Context: an optimization exercise on an open-source flow, tuned for small area. The choices shown serve that exercise and are no tape-out recipe.
Only simulation tests tie the RTL to the original design; equivalence was not proved.
No driver is modelled on the clock port, so clock power and skew are understated where the tree is cut down; a real chip needs a root buffer or a tree.
Power figures rest on the tool's default switching activity, not on a simulated workload.

==> flow/design.v <==
module pia_term (
    input  wire        clk,
    input  wire        rst_n,         
    input  wire        fast_video,    
    input  wire        pb_enable,     
    input  wire        bus_req,       
    input  wire        bus_we,        
    input  wire [15:0] bus_addr,
    input  wire [7:0]  bus_wdata,
    output reg  [7:0]  bus_rdata,     
    input  wire        bus_reset,     
    input  wire        rr_poll,       
    input  wire        key_valid,
    input  wire [7:0]  key_data,
    input  wire        tick_us,       
    input  wire [7:0]  pb_data,       
    input  wire        pb_last,       
    output wire        pb_pop,        
    output wire        term_char_valid,
    output wire [6:0]  term_char,
    output wire        term_newline,
    output reg         reset_req,
    output reg         terminated
);
    localparam [7:0]  TERM_CODE  = 8'h04;    
    localparam [7:0]  RESET_CODE = 8'h12;    
    localparam [14:0] BUSY_LD    = 15'h17bb;   
    localparam [14:0] BUSY_LD_T  = 15'h2f77;   
    localparam [5:0]  COL_LAST   = 6'h2d;      
    localparam [14:0] BUSY_NZ_M   = 15'b111_1101_0111_1011;
    localparam [5:0]  COL_LAST_M  = 6'b11_0111;
    reg [7:0]  ddra, ddrb, crb;
    reg [6:0]  cra, orb;
    reg [6:0]  key;            
    reg        key_v;          
    reg        kbd_pending;
    reg        pb_active;
    reg [14:0] busy_lfsr;
    reg [5:0]  col;
    reg        wr_orb_q;       
    wire       sel     = bus_addr[4];
    wire [1:0] slot    = bus_addr[1:0];
    wire       rd      = bus_req & ~bus_we & sel;
    wire       wr      = bus_req &  bus_we & sel & rst_n;
    wire       mode_a  = cra[2];
    wire       mode_b  = crb[2];
    wire       rd_cra  = rd & (slot == 2'd1);
    wire       clrn    = rst_n & ~bus_reset;
    wire       wr_ddra = wr & (slot == 2'd0) & ~mode_a;
    wire       wr_cra  = wr & (slot == 2'd1);
    wire       wr_ddrb = wr & (slot == 2'd2) & ~mode_b;
    wire       wr_orb  = wr & (slot == 2'd2) &  mode_b;
    wire       wr_crb  = wr & (slot == 2'd3);
    wire       busy_run = |(busy_lfsr & BUSY_NZ_M);
    wire       busy    = ~fast_video & ~pb_active & busy_run;
    wire       ready   = pb_active | kbd_pending;
    assign pb_pop = rd_cra & pb_active;
    wire       s_ff   = ~sel;
    wire       s_ddra = sel & (slot == 2'd0) & ~mode_a;
    wire       s_key  = sel & (slot == 2'd0) &  mode_a & key_v;
    wire       s_st   = sel & (slot == 2'd1);
    wire       s_ddrb = sel & (slot == 2'd2) & ~mode_b;
    wire       s_orb  = sel & (slot == 2'd2) &  mode_b;
    wire       s_crb  = sel & (slot == 2'd3);
    wire [7:0] rdata_next =
          {8{s_ff}}
        | ({8{s_ddra}} & ddra)
        | ({8{s_key}}  & {1'b1, key})
        | ({8{s_st}}   & {ready, cra})
        | ({8{s_ddrb}} & ddrb)
        | ({8{s_orb}}  & {busy, orb})
        | ({8{s_crb}}  & crb);
    wire [6:0] wc        = bus_wdata[6:0];
    wire       out_cr    = (wc == 7'h0D);
    wire       out_print = wc[6] | wc[5];
    wire       out_wrap  = out_print & ((col & COL_LAST_M) == (COL_LAST & COL_LAST_M));
    wire       o_lower   = orb[6] & orb[5] & (orb[4:0] != 5'd0) & (orb[4:0] <= 5'd26);
    assign term_char = {orb[6], orb[5] & ~o_lower, orb[4:0]};
    assign term_char_valid = wr_orb_q & (orb[6] | orb[5]);
    assign term_newline    = wr_orb_q & bus_rdata[0];
    wire       key_live  = key_valid & ~terminated;
    wire       key_term  = key_live & (key_data == TERM_CODE);
    wire       key_rst   = key_live & (key_data == RESET_CODE);
    wire       pb_active_after_bus = pb_active & ~(pb_pop & pb_last);
    wire       key_norm  = key_live & ~key_term & ~key_rst & ~pb_active_after_bus;
    wire       tick      = tick_us & ~terminated;
    function [6:0] norm7;
        input [7:0] c;
        reg lf, lower;
        begin
            lf    = (c == 8'h0A);
            lower = ~c[7] & c[6] & c[5] & (c[4:0] != 5'd0) & (c[4:0] <= 5'd26);
            norm7 = {c[6], c[5] & ~lower, c[4:3], c[2] | lf, c[1] & ~lf, c[0] | lf};
        end
    endfunction
    wire       key_ld   = key_norm | pb_pop;
    wire [7:0] kc       = key_norm ? key_data : pb_pop ? pb_data : {1'b1, key};
    wire [6:0] kn       = norm7(kc);
    wire       h_ddra  = clrn & ~wr_ddra;
    wire       h_cra   = clrn & ~wr_cra;
    wire       h_ddrb  = clrn & ~wr_ddrb;
    wire       h_orb   = clrn & ~wr_orb;
    wire       h_crb   = clrn & ~wr_crb;
    wire [14:0] b_ld   = tick ? BUSY_LD_T : BUSY_LD;
    wire        b_st   = rst_n & tick & ~wr_orb & busy_run;
    wire        b_hd   = rst_n & ~wr_orb & ~b_st;
    wire [14:0] b_sh   = {busy_lfsr[13:0], ~(busy_lfsr[14] ^ busy_lfsr[13])};
    wire        c_inc  = wr_orb & out_print & ~out_wrap;
    wire        c_hd   = rst_n & ~(wr_orb & (out_print | out_cr));
    wire [5:0]  c_sh   = {col[4:0], ~(col[5] ^ col[4])};
    always @(posedge clk) begin
        bus_rdata <= {rdata_next[7:1], (rdata_next[0] & ~bus_we) | (wr_orb & (out_cr | out_wrap))};
        ddra <= ({8{wr_ddra}} & bus_wdata)      | ({8{h_ddra}} & ddra);
        cra  <= ({7{wr_cra}}  & bus_wdata[6:0]) | ({7{h_cra}}  & cra);
        ddrb <= ({8{wr_ddrb}} & bus_wdata)      | ({8{h_ddrb}} & ddrb);
        orb  <= ({7{wr_orb}}  & bus_wdata[6:0]) | ({7{h_orb}}  & orb);
        crb  <= ({8{wr_crb}}  & bus_wdata)      | ({8{h_crb}}  & crb);
        key <= kn;
        key_v <= rst_n & (key_v | key_ld);
        kbd_pending <= rst_n & (key_norm | (kbd_pending & ~(rd_cra & ~pb_active)));
        pb_active   <= rst_n ? pb_active_after_bus : pb_enable;
        busy_lfsr <= ({15{wr_orb}} & b_ld) | ({15{b_st}} & b_sh) | ({15{b_hd}} & busy_lfsr);
        col <= ({6{c_inc}} & c_sh) | ({6{c_hd}} & col);
        wr_orb_q        <= wr_orb;
        reset_req       <= rst_n & (key_rst | (reset_req & ~rr_poll));
        terminated      <= rst_n & (terminated | key_term);
    end
endmodule
export LEC_CHECK = 0
export CAP_MARGIN = 20
export CORE_MARGIN = 2
export CORE_UTILIZATION = 40
export SLEW_MARGIN = 20
create_clock -name core_clock -period 10.0 [get_ports {clk}]
standard.sh (not shown) runs the stock make flow with config.mk's settings and CLKGATE_MAP_FILE= SYNTH_SCRIPT=/design/flow/synth_recipe.tcl, a recipe that flattens the netlist after the stock synthesis.
==> flow/flow/run.sh <==
#!/bin/bash
# Own layout flow: the standard ORFS flow (standard.sh) with
#  - synthesis through flow/synth.tcl: the standard script, except that
#    Yosys's abc step tries each flow/abc_*.script (area-oriented) and keeps
#    the smallest mapping (registers are mapped before abc, so they are the
#    standard synthesis's registers);
#  - port buffers of the smallest buffer cell (sky130_fd_sc_hd__buf_1);
#  - a flat clock tree (flow/clock_tree.tcl): the clock port drives three
#    clock buffers, each at the centre of a balanced cluster of registers;
#  - a denser floorplan.
# Each step's full output goes to its own log file in this folder.
set -uo pipefail
HERE=$(pwd)
export FLOW_ABC_SCRIPTS="$(ls $HERE/flow/abc_*.script | tr '\n' ' ')"
export FLOW_CLK_BUF=sky130_fd_sc_hd__clkbuf_16
export FLOW_CLK_N=3
export PRE_CTS_TCL=$HERE/flow/clock_tree.tcl
OPTS=(CORE_UTILIZATION=65 "BUFFER_PORTS_ARGS=-buffer_cell sky130_fd_sc_hd__buf_1" PRE_CTS_TCL=$PRE_CTS_TCL)
bash standard.sh SYNTH_SCRIPT=$HERE/flow/synth.tcl "${OPTS[@]}" synth > log_synth.txt 2>&1 || exit 1
bash standard.sh "${OPTS[@]}" finish > log_layout.txt 2>&1 || exit 1
Other scripts of this flow, unchanged in this note and not shown: flow/flow/abc_a3.script, flow/flow/abc_c5.script, flow/flow/abc_d4.script, flow/flow/abc_e2.script, flow/flow/abc_e3.script, flow/flow/abc_e6.script, flow/flow/abc_e7.script, flow/flow/abc_e8.script, flow/flow/clock_tree.tcl, flow/flow/synth.tcl
Next try:
--- a/flow/design.v
+++ b/flow/design.v
@@ -23,22 +23,24 @@
     output reg         terminated
 );
     localparam [7:0]  TERM_CODE  = 8'h04;    
     localparam [7:0]  RESET_CODE = 8'h12;    
     localparam [14:0] BUSY_LD    = 15'h17bb;   
     localparam [14:0] BUSY_LD_T  = 15'h2f77;   
+    localparam [14:0] BUSY_LAST  = 15'h4000;   
     localparam [5:0]  COL_LAST   = 6'h2d;      
-    localparam [14:0] BUSY_NZ_M   = 15'b111_1101_0111_1011;
+    localparam [14:0] BUSY_LAST_M = 15'b111_1110_1011_1101;
     localparam [5:0]  COL_LAST_M  = 6'b11_0111;
     reg [7:0]  ddra, ddrb, crb;
     reg [6:0]  cra, orb;
     reg [6:0]  key;            
     reg        key_v;          
     reg        kbd_pending;
     reg        pb_active;
     reg [14:0] busy_lfsr;
+    reg        busy_run;
     reg [5:0]  col;
     reg        wr_orb_q;       
     wire       sel     = bus_addr[4];
     wire [1:0] slot    = bus_addr[1:0];
     wire       rd      = bus_req & ~bus_we & sel;
     wire       wr      = bus_req &  bus_we & sel & rst_n;
@@ -48,13 +50,12 @@
     wire       clrn    = rst_n & ~bus_reset;
     wire       wr_ddra = wr & (slot == 2'd0) & ~mode_a;
     wire       wr_cra  = wr & (slot == 2'd1);
     wire       wr_ddrb = wr & (slot == 2'd2) & ~mode_b;
     wire       wr_orb  = wr & (slot == 2'd2) &  mode_b;
     wire       wr_crb  = wr & (slot == 2'd3);
-    wire       busy_run = |(busy_lfsr & BUSY_NZ_M);
     wire       busy    = ~fast_video & ~pb_active & busy_run;
     wire       ready   = pb_active | kbd_pending;
     assign pb_pop = rd_cra & pb_active;
     wire       s_ff   = ~sel;
     wire       s_ddra = sel & (slot == 2'd0) & ~mode_a;
     wire       s_key  = sel & (slot == 2'd0) &  mode_a & key_v;
@@ -99,14 +100,14 @@
     wire       h_ddra  = clrn & ~wr_ddra;
     wire       h_cra   = clrn & ~wr_cra;
     wire       h_ddrb  = clrn & ~wr_ddrb;
     wire       h_orb   = clrn & ~wr_orb;
     wire       h_crb   = clrn & ~wr_crb;
     wire [14:0] b_ld   = tick ? BUSY_LD_T : BUSY_LD;
-    wire        b_st   = rst_n & tick & ~wr_orb & busy_run;
-    wire        b_hd   = rst_n & ~wr_orb & ~b_st;
+    wire        b_st   = tick & ~wr_orb;
+    wire        b_hd   = ~tick & ~wr_orb;
     wire [14:0] b_sh   = {busy_lfsr[13:0], ~(busy_lfsr[14] ^ busy_lfsr[13])};
     wire        c_inc  = wr_orb & out_print & ~out_wrap;
     wire        c_hd   = rst_n & ~(wr_orb & (out_print | out_cr));
     wire [5:0]  c_sh   = {col[4:0], ~(col[5] ^ col[4])};
     always @(posedge clk) begin
         bus_rdata <= {rdata_next[7:1], (rdata_next[0] & ~bus_we) | (wr_orb & (out_cr | out_wrap))};
@@ -117,12 +118,13 @@
         crb  <= ({8{wr_crb}}  & bus_wdata)      | ({8{h_crb}}  & crb);
         key <= kn;
         key_v <= rst_n & (key_v | key_ld);
         kbd_pending <= rst_n & (key_norm | (kbd_pending & ~(rd_cra & ~pb_active)));
         pb_active   <= rst_n ? pb_active_after_bus : pb_enable;
         busy_lfsr <= ({15{wr_orb}} & b_ld) | ({15{b_st}} & b_sh) | ({15{b_hd}} & busy_lfsr);
+        busy_run  <= rst_n & (wr_orb | (busy_run & ~(tick & ((busy_lfsr & BUSY_LAST_M) == (BUSY_LAST & BUSY_LAST_M)))));
         col <= ({6{c_inc}} & c_sh) | ({6{c_hd}} & col);
         wr_orb_q        <= wr_orb;
         reset_req       <= rst_n & (key_rst | (reset_req & ~rr_poll));
         terminated      <= rst_n & (terminated | key_term);
     end
 endmodule
Area after synthesis hardly moves.
Synthesized cell count grows by about 1%.
Cell area stays flat.
Sequential cell count grows by 1.
Die area barely changes.
Global-route usage shrinks by 0.68 points.
Total power grows by about 8%.
Cell count grows by about 0.5%.
No run of this note takes its clock network from TritonCTS; it comes from the design's own scripts or RTL.

-- what the ideal ports hide --
The flow's constraints put no driver on any port. The routed layouts listed below were extracted and timed again, unchanged, in two steps. Step 1 sets driving cells, clkbuf_16 on the clock port and buf_2 on the other inputs (assumed; they add their load-dependent delay and slew). Step 2 times the ports against the registers' clock, not the clock port: input delays grow and output delays shrink by t, the midpoint of the rising clock arrivals with the driver on. Three values: ideal ports, drivers, drivers and shift; two values: the first two.
run	shift t [ns]	setup slack, ns	slew at the worst register clock pin (ns)	pins driven straight from the clock port
the first run	0.218	4.452 / 4.425 / 4.425	0.10 / 0.10	3
the second run	0.216	4.400 / 4.375 / 4.375	0.10 / 0.10	3
After both steps every run listed still meets setup and hold. For the first run, which loses most, drivers alone change the setup slack by -0.027 ns; drivers and shift together by -0.027 ns.
